This design comes from an exercise in tuning for small area, a short achievable clock period and few clock cycles per item on the open sky130 flow, not from production work. Where RTL was checked, it was by simulation tests only, not by an equivalence proof against the original.

run 1:
## spn_core
module spn_core (
  input  wire         clk,
  input  wire         rst,
  input  wire         start,
  input  wire [1:0]   op,
  input  wire [1:0]   klen,
  input  wire [255:0] key,
  input  wire [127:0] din,
  output reg          busy,
  output reg          done,
  output reg          err,
  output wire [127:0] dout
);
Size: about 680 flip-flops, about 520 I/O pins, ~0.12 mm² of cells after synthesis.
==> flow/config.mk <==
export PLATFORM = sky130hd
export DESIGN_NAME = spn_core
export DESIGN_NICKNAME = spn_core
export VERILOG_FILES = /design/flow/design.v
export SDC_FILE = /design/flow/constraint.sdc
export NUM_CORES = 8
export LEC_CHECK = 0
export ABC_AREA = 1
export CAP_MARGIN = 20
export CELL_PAD_IN_SITES_DETAIL_PLACEMENT = 1
export CELL_PAD_IN_SITES_GLOBAL_PLACEMENT = 2
export CORE_MARGIN = 2
export CORE_UTILIZATION = 30
export SLEW_MARGIN = 20
==> flow/constraint.sdc <==
create_clock -name core_clock -period 13.0 [get_ports {clk}]
set_input_delay 2.6000 -clock core_clock [delete_from_list [all_inputs] [get_ports {clk}]]
set_output_delay 2.6000 -clock core_clock [all_outputs]
set_load 0.01 [all_outputs]
standard.sh (not shown) runs the stock make flow with config.mk's settings and CLKGATE_MAP_FILE= SYNTH_SCRIPT=/design/flow/synth_recipe.tcl, a recipe that flattens the netlist after the stock synthesis.
==> flow/flow/run.sh <==
#!/bin/bash
# Layout: the standard synthesis unchanged, then ORFS's standard layout steps
# with a larger setup margin for repair_timing (same SDC, same clock period) and
# plain buffers (buf_2) as the port buffers. Each tool run's full output goes to
# a log file in this folder.
set -uo pipefail
bash standard.sh synth > synth.log 2>&1 || exit 1
bash standard.sh SETUP_SLACK_MARGIN=8 "BUFFER_PORTS_ARGS=-buffer_cell sky130_fd_sc_hd__buf_2" finish > layout.log 2>&1 || exit 1
Relative to run 1, the following input files were edited for run 2:
diff --git a/flow/design.v b/flow/design.v
--- a/flow/design.v
+++ b/flow/design.v
@@ -753,19 +753,19 @@
   reg  [2:0]   mode;
   reg          key_valid;
   reg          wend;         
   reg  [1:0]   nkc;          
   reg  [3:0]   pq;           
   reg          last;         
   reg          sel_dec;      
   reg          save;         
   reg  [127:0] yr;           
-  reg  [3:0]   oenc;
+  reg  [127:0] kout;         
   reg  [255:0] win;
   reg  [255:0] rsv;
   wire [3:0] nr1 = 4'd11 + {1'b0, nkc, 1'b0};    
   wire accept = start && !busy;
   function [7:0] xt;
     input [7:0] a;
     begin
       xt = {a[6:0], 1'b0} ^ (a[7] ? 8'h1b : 8'h00);
     end
@@ -781,26 +781,35 @@
                  xt(a3 ^ a0) ^ (a0 ^ (a1 ^ a2))};
     end
   endfunction
   function [7:0] x4;
     input [7:0] a;
     begin
       x4 = {a[5], a[4], a[3] ^ a[7], a[2] ^ a[6] ^ a[7], a[1] ^ a[6], a[0] ^ a[7], a[6] ^ a[7], a[6]};
     end
   endfunction
-  function [31:0] imc_post;
-    input [31:0] col;
-    reg   [7:0]  b0, b1, b2, b3, u, v;
+  function [7:0] x8;
+    input [7:0] a;
+    begin
+      x8 = {a[4], a[3] ^ a[7], a[2] ^ a[6] ^ a[7], a[1] ^ a[5] ^ a[6], a[0] ^ a[5] ^ a[7],
+            a[6] ^ a[7], a[5] ^ a[6], a[5]};
+    end
+  endfunction
+  function [31:0] imc_add;
+    input [31:0] a;
+    input [31:0] m;
+    reg   [7:0]  a0, a1, a2, a3, e, u, v;
     begin
-      b0 = col[31:24]; b1 = col[23:16]; b2 = col[15:8]; b3 = col[7:0];
-      u = x4(b0 ^ b2);
-      v = x4(b1 ^ b3);
-      imc_post = {b0 ^ u, b1 ^ v, b2 ^ u, b3 ^ v};
+      a0 = a[31:24]; a1 = a[23:16]; a2 = a[15:8]; a3 = a[7:0];
+      e = x8((a0 ^ a1) ^ (a2 ^ a3));
+      u = x4(a0 ^ a2);
+      v = x4(a1 ^ a3);
+      imc_add = {(m[31:24] ^ u) ^ e, (m[23:16] ^ v) ^ e, (m[15:8] ^ u) ^ e, (m[7:0] ^ v) ^ e};
     end
   endfunction
   function [127:0] shift_rows;
     input [127:0] s;
     integer r, c;
     begin
       for (r = 0; r < 4; r = r + 1)
         for (c = 0; c < 4; c = c + 1)
           shift_rows[127 - 8*(r + 4*c) -: 8] = s[127 - 8*(r + 4*((c + r) % 4)) -: 8];
@@ -932,29 +941,22 @@
                              {kt, kt, kt, kt});
   wire [255:0] win_fwd = {win[127:0], nw};
   wire [255:0] win_bwd = {nw, win[255:128]};
   wire [127:0] rk_e = win[127:0];
   wire [127:0] rk_d = win[255:128];
   wire [127:0] mc_in = yr ^ ((rk_d ^ C63) & {128{sel_dec}});
   wire [127:0] mc    = {mix_col(mc_in[127:96]), mix_col(mc_in[95:64]),
                         mix_col(mc_in[63:32]),  mix_col(mc_in[31:0])};
   wire [127:0] e_next = mc ^ rk_e ^ C63;
-  wire [127:0] d_imc = {imc_post(mc[127:96]), imc_post(mc[95:64]),
-                        imc_post(mc[63:32]),  imc_post(mc[31:0])};
+  wire [127:0] d_imc = {imc_add(mc_in[127:96], mc[127:96]), imc_add(mc_in[95:64], mc[95:64]),
+                        imc_add(mc_in[63:32], mc[63:32]),   imc_add(mc_in[31:0], mc[31:0])};
   wire [127:0] d_next = shift_rows2(d_imc);
-  wire [127:0] k_out;
-  generate
-    for (g = 0; g < 4; g = g + 1) begin : g_kout
-      assign k_out[127 - 32*g -: 32] = oenc[g] ? (rk_e[127 - 32*g -: 32] ^ 32'h63636363)
-                                                : rk_d[127 - 32*g -: 32];
-    end
-  endgenerate
-  assign dout = yr ^ k_out;
+  assign dout = yr ^ kout;
   wire [127:0] k_enc  = wend ? rsv[255:128] : win[255:128];
   wire [127:0] k_dec  = wend ? win[127:0] : rsv[127:0];
   wire [127:0] a_enc  = din ^ k_enc;
   wire [127:0] a_dec  = shift_rows2(din ^ k_dec ^ C63);
   wire [127:0] a_next = op[1] ? a_dec : a_enc;
   wire [127:0] x_next = (mode == M_IDLE) ? a_next : (mode == M_ENC) ? e_next : d_next;
   wire [127:0] y_next;
   generate
     for (g = 0; g < 16; g = g + 1) begin : g_dinv
@@ -1021,20 +1023,20 @@
       end
     endcase
   end
   wire [3:0]  nr1_n  = 4'd11 + {1'b0, nkc_n, 1'b0};
   wire        kfwd_n = (mode_n != M_DEC) && (mode_n != M_KS2);
   wire [15:0] pat_n  = step_pattern(nkc_n, pq_n, kfwd_n);
   wire        last_n = (mode_n == M_ENC) ? (pq_n == nr1_n - 4'd1) : (pq_n == 4'd3);
   always @(posedge clk) begin
     yr <= z_next;
-    if (mode == M_IDLE)
-      oenc <= {op[0] | !op[1], op[0] & !op[1], op[0], !op[1]};
+    if (last && (mode == M_ENC || mode == M_DEC))
+      kout <= nw ^ (C63 & {128{kfwd}});
   end
   always @(posedge clk) begin
     if (mode == M_IDLE) begin
       if (go_ks)
         win <= key;
       else if ((go_enc && wend) || (go_dec && !wend))
         win <= rsv;
     end else begin
       case (mode)
## What came out
Share of the final layout cell area in multi-input gates, run 2 and run 1: higher on run 2
Per the comparison of run 2 with run 1, wire length higher, worst-case hold slack higher.
Note that the post-CTS setup repair buffer count recorded for run 2 amounts to 0.73 times the value seen in run 1.
Area added between synthesis and finish ends up higher on run 1.
Summary of run 2 over run 1: fraction of layout cells with a size suffix above 1 went down; number of inserted filler cells in the final layout picked up an extra 3364.
Ff count | run 2 vs run 1 | run 2 higher
Global-route wire length before repair sits higher in run 2 than in run 1.
Testbench counts of run 2, summed over its fixed seeds: cycles 6,694, blocks 512.
No functional check of the RTL was part of run 1.

-- what the ideal ports hide --
The results above use ideal ports. As a check the final layouts listed here were re-extracted and re-timed, cells and wires unchanged. Step 1 assumes that a clkbuf_16 drives the clock port and a buf_2 every other input. Step 2 moves the port delays by t, midway between the first and last clock arrival at a register: inputs arrive t later, outputs are due t later. That takes back most of the time a late clock gives input paths. a / b / c = ideal / step 1 / step 2; a / b = the first two.
run	t, ns	setup slack, ns	hold WS [ns]	cell pins on the clock port's net
run 1	1.038	7.639 / 7.512 / 6.647	0.452 / 0.452 / 0.452	1
run 2	1.079	7.909 / 7.690 / 6.611	0.486 / 0.486 / 0.486	1
After both steps every run listed still meets setup and hold. The setup slack of run 2, which loses most, moves by -0.219 ns with the drivers and by -1.298 ns with both steps.
